Source: an optimization exercise on an open RTL-to-GDS flow (aim: small area). Production flows keep margins and buffers that such runs may drop.
The RTL was checked by simulation tests, not by an equivalence proof against the original design.
The clock port is modelled as an ideal driver; clocking choices that lean on that would not hold on a real chip.
Power and IR drop assume default switching activity.

== job 101 ==
==> flow/design.v (excerpt) <==
module chipemu80_core (
    input  wire        clk,
    input  wire        rst,
    output reg         mem_valid,
    output reg         mem_we,
    output reg  [15:0] mem_addr,
    output wire [7:0]  mem_wdata,
    input  wire        mem_ready,
    input  wire [7:0]  mem_rdata,
    output wire        halted,
    output wire        faulted,
    output wire [17:0] fault_addr,    
    output wire [15:0] fault_pc,
    output wire [7:0]  fault_op,
    output wire        unk_valid,
    output wire [7:0]  unk_op,
    output wire [15:0] unk_pc,
    output wire        render_yield,
    output wire [55:0] state_regs,    
    output wire [15:0] state_pc,
    output wire [15:0] state_sp,
    output wire [5:0]  state_flags    
);
    localparam [4:0]
        S_FRSP   = 5'b00001,
        S_DEC    = 5'b00010,
        S_RSP2   = 5'b00011,   
        S_DONE   = 5'b00100,
        S_HALT   = 5'b00110,
        S_FAULT  = 5'b00111,
        S_INIT   = 5'b01000,
        S_PX     = 5'b01001,   
        S_SPINC  = 5'b01010,   
        S_RING8  = 5'b01011,   
        S_CRING2 = 5'b01100,   
        S_FETCH  = 5'b10000,
        S_ORD    = 5'b10001,   
        S_HRD    = 5'b10010,   
        S_HWR    = 5'b11010,   
        S_RRDL   = 5'b10100,   
        S_RRDH   = 5'b10101,   
        S_CWLO   = 5'b11100,   
        S_CWHI   = 5'b11101;   
    reg [4:0]  state;
    reg [3:0]  cnt;
    reg [1:0]  ph;           
    reg        m_j;          
    reg        m_c;          
    reg [3:0]  icount;
    reg [7:0]  rB, rC, rD, rE, rH, rL, rA;
    reg [15:0] pc;
    reg [14:0] sp;           
    reg [7:0]  op, t;
    reg        fz, fs, fc, fh, fn;
    reg        cp, ca;       
    wire st_init  = (state == S_INIT);
    wire st_fetch = (state == S_FETCH);
    wire st_frsp  = (state == S_FRSP);
    wire st_dec   = (state == S_DEC);
    wire st_px    = (state == S_PX);
    wire st_ord   = (state == S_ORD);
    wire st_rsp2  = (state == S_RSP2);
    wire st_hrd   = (state == S_HRD);
    wire st_hwr   = (state == S_HWR);
    wire st_rrdh  = (state == S_RRDH);
    wire st_spinc = (state == S_SPINC);
    wire st_rrdl  = (state == S_RRDL);
  ...
clock: 8.0 ns
lec_check: 0
cap_margin: 20
core_margin: 2
core_utilization: 40
gpl_timing_driven: 0
place_density: 0.6
slew_margin: 20
standard.sh (not shown) runs the stock make flow with config.mk's settings and CLKGATE_MAP_FILE= SYNTH_SCRIPT=/design/flow/synth_recipe.tcl, a recipe that flattens the netlist after the stock synthesis.
==> flow/flow/run.sh <==
#!/bin/bash
# Own layout flow. It runs the standard flow with three changes:
#  1. after the standard synthesis, the combinational logic between the
#     registers is re-optimised for area by ABC (the register cells and
#     their names are kept exactly as the standard synthesis made them);
#     ABC runs with four seeds and the smallest result is kept;
#  2. the buffers synthesis leaves are removed at floorplan, and the port
#     buffers that global placement inserts use buf_1;
#  3. clock tree synthesis uses clkbuf_8 buffers and no dummy loads; then
#     leaf clock buffers that drive at most 9 sinks are resized to clkbuf_4
#     (post_cts.tcl can also merge leaves; CLK_MAX_FANOUT=0 turns that off).
# Each tool writes its full output to a log file in this folder.
set -euo pipefail
export BUFFER_PORTS_ARGS="-buffer_cell sky130_fd_sc_hd__buf_1"
export CTS_ARGS="-sink_clustering_enable -repair_clock_nets -dont_use_dummy_load -root_buf sky130_fd_sc_hd__clkbuf_8 -buf_list sky130_fd_sc_hd__clkbuf_8"

W=$PWD
export POST_CTS_TCL=$W/flow/post_cts.tcl
export CLK_SMALL_FANOUT=9
export CLK_MAX_FANOUT=0
export REMOVE_ABC_BUFFERS=1
R=$W/orfs/results/$FLOW_PLATFORM/chipemu80_core/base
LIB=$FLOW_HOME/platforms/$FLOW_PLATFORM/lib/sky130_fd_sc_hd__tt_025C_1v80.lib
YOSYS=$FLOW_HOME/../tools/install/yosys/bin/yosys
[[ -x $YOSYS ]] || YOSYS=yosys

bash standard.sh synth > synth.log 2>&1
cp $R/1_2_yosys.v $W/std_netlist.v

DU=$(sed -n '/DONT_USE_CELLS/,/^$/p' $FLOW_HOME/platforms/$FLOW_PLATFORM/config.mk | tr -d '\\' | tr ' ' '\n' | grep '^sky130' | sed 's/^/-dont_use /' | tr '\n' ' ')
# ABC script: deepsyn (four random seeds) then the area mapper amap
for S in 0 1 2 3; do
  printf 'strash\n&get -n\n&deepsyn -T 60 -S %s\n&put\namap\ndnsize\n' $S > $W/reopt$S.abc
done
for S in 0 1 2 3; do
  cat > $W/reopt$S.ys <<EOT
read_liberty -ignore_miss_func $LIB
read_verilog $W/std_netlist.v
hierarchy -top $FLOW_TOP
setattr -mod -set keep_hierarchy 1 sky130_fd_sc_hd__*df* sky130_fd_sc_hd__conb_1
flatten
opt_clean -purge
abc -liberty $LIB $DU -script $W/reopt$S.abc
opt_clean -purge
tee -o $W/reopt${S}_stat.txt stat -liberty $LIB
splitnets
opt_clean -purge
hilomap -singleton -hicell sky130_fd_sc_hd__conb_1 HI -locell sky130_fd_sc_hd__conb_1 LO
insbuf -buf sky130_fd_sc_hd__buf_4 A X
opt_clean -purge
blackbox sky130_fd_sc_hd__*
write_verilog -noattr -nohex -nodec $W/reopt${S}_netlist.v
EOT
  $YOSYS -s $W/reopt$S.ys > $W/reopt$S.log 2>&1 &
done
wait
best=""; besta=1e18
for S in 0 1 2 3; do
  a=$( { grep "Chip area for module" $W/reopt${S}_stat.txt 2>/dev/null | tail -n 1 || echo "none 1e18"; } | awk '{print $NF}')
  echo "reopt seed $S area $a" >> $W/reopt_choice.log
  if awk "BEGIN{exit !($a < $besta)}"; then besta=$a; best=$S; fi
done
echo "chosen seed $best" >> $W/reopt_choice.log
cp $W/reopt${best}_netlist.v $W/reopt_netlist.v
cp $W/reopt_netlist.v $R/1_2_yosys.v
rm -f $R/1_synth.odb $R/1_synth.sdc
bash standard.sh > flow.log 2>&1
Other scripts of this flow, unchanged in this note and not shown: flow/flow/post_cts.tcl
Input changes introduced in job 105 (baseline for comparison: job 101):
diff --git a/flow/flow/run.sh b/flow/flow/run.sh
--- a/flow/flow/run.sh
+++ b/flow/flow/run.sh
@@ -5,3 +5,3 @@
 #     their names are kept exactly as the standard synthesis made them);
-#     ABC runs with four seeds and the smallest result is kept;
+#     three ABC runs with different seeds are made and the smallest kept;
 #  2. the buffers synthesis leaves are removed at floorplan, and the port
@@ -30,7 +30,4 @@
 DU=$(sed -n '/DONT_USE_CELLS/,/^$/p' $FLOW_HOME/platforms/$FLOW_PLATFORM/config.mk | tr -d '\\' | tr ' ' '\n' | grep '^sky130' | sed 's/^/-dont_use /' | tr '\n' ' ')
-# ABC script: deepsyn (four random seeds) then the area mapper amap
-for S in 0 1 2 3; do
-  printf 'strash\n&get -n\n&deepsyn -T 60 -S %s\n&put\namap\ndnsize\n' $S > $W/reopt$S.abc
-done
-for S in 0 1 2 3; do
+for S in 0 1 2; do
+  printf 'strash\n&get -n\n&deepsyn -T 60 -S %s\n&nf -a\n&put\ndnsize\n' $S > $W/reopt$S.abc
   cat > $W/reopt$S.ys <<EOT
@@ -44,3 +41,2 @@
 opt_clean -purge
-tee -o $W/reopt${S}_stat.txt stat -liberty $LIB
 splitnets
@@ -51,2 +47,3 @@
 blackbox sky130_fd_sc_hd__*
+tee -o $W/reopt${S}_stat.txt stat -liberty $LIB
 write_verilog -noattr -nohex -nodec $W/reopt${S}_netlist.v
@@ -57,3 +54,3 @@
 best=""; besta=1e18
-for S in 0 1 2 3; do
+for S in 0 1 2; do
   a=$( { grep "Chip area for module" $W/reopt${S}_stat.txt 2>/dev/null | tail -n 1 || echo "none 1e18"; } | awk '{print $NF}')
==> run summary <==
- Placer's final routability congestion estimate in job 105 vs job 101: up 1.1%
- Compared with job 101, job 105 shows non-filler instance count after layout lower by 28.
- Job 101 -> job 105: number of ordinary and repair buffers in the finished layout decreased slightly
- Multi-input gate share of total cell area sits higher in job 105 than in job 101.
- Job 105 has worst setup slack above what job 101 had.
- NOTE: number of placement rows in job 105 exceeds that of job 101
- Power: job 105 draws more than job 101

==> separate check: timing with driven ports <==
The flow's constraints put no driver on any port. The routed layouts listed below were extracted and timed again, unchanged, in two steps. Step 1, drivers: a clkbuf_16 drives clk and a buf_2 each remaining input, both assumed. Step 2 adds t to the input delays and takes it off the output delays; t is the mean of the earliest and latest rising clock arrival at the registers after step 1. Input paths then give back, and output paths get back, about the clock's delay inside the block. a / b / c = no drivers / after step 1 / after step 2; a / b = the first two.
| run | shift t [ns] | setup slack, ns | worst setup path at the end | worst slew at a driven data input, ns | pins driven straight from the clock port |
|---|---|---|---|---|---|
| job 101 | 0.446 | 2.946 / 2.912 / 3.298 | register to register | 0.03 | 1 |
| job 105 | 0.440 | 3.351 / 3.317 / 3.706 | register to register | 0.05 | 1 |
After both steps setup and hold are still met in every run listed.
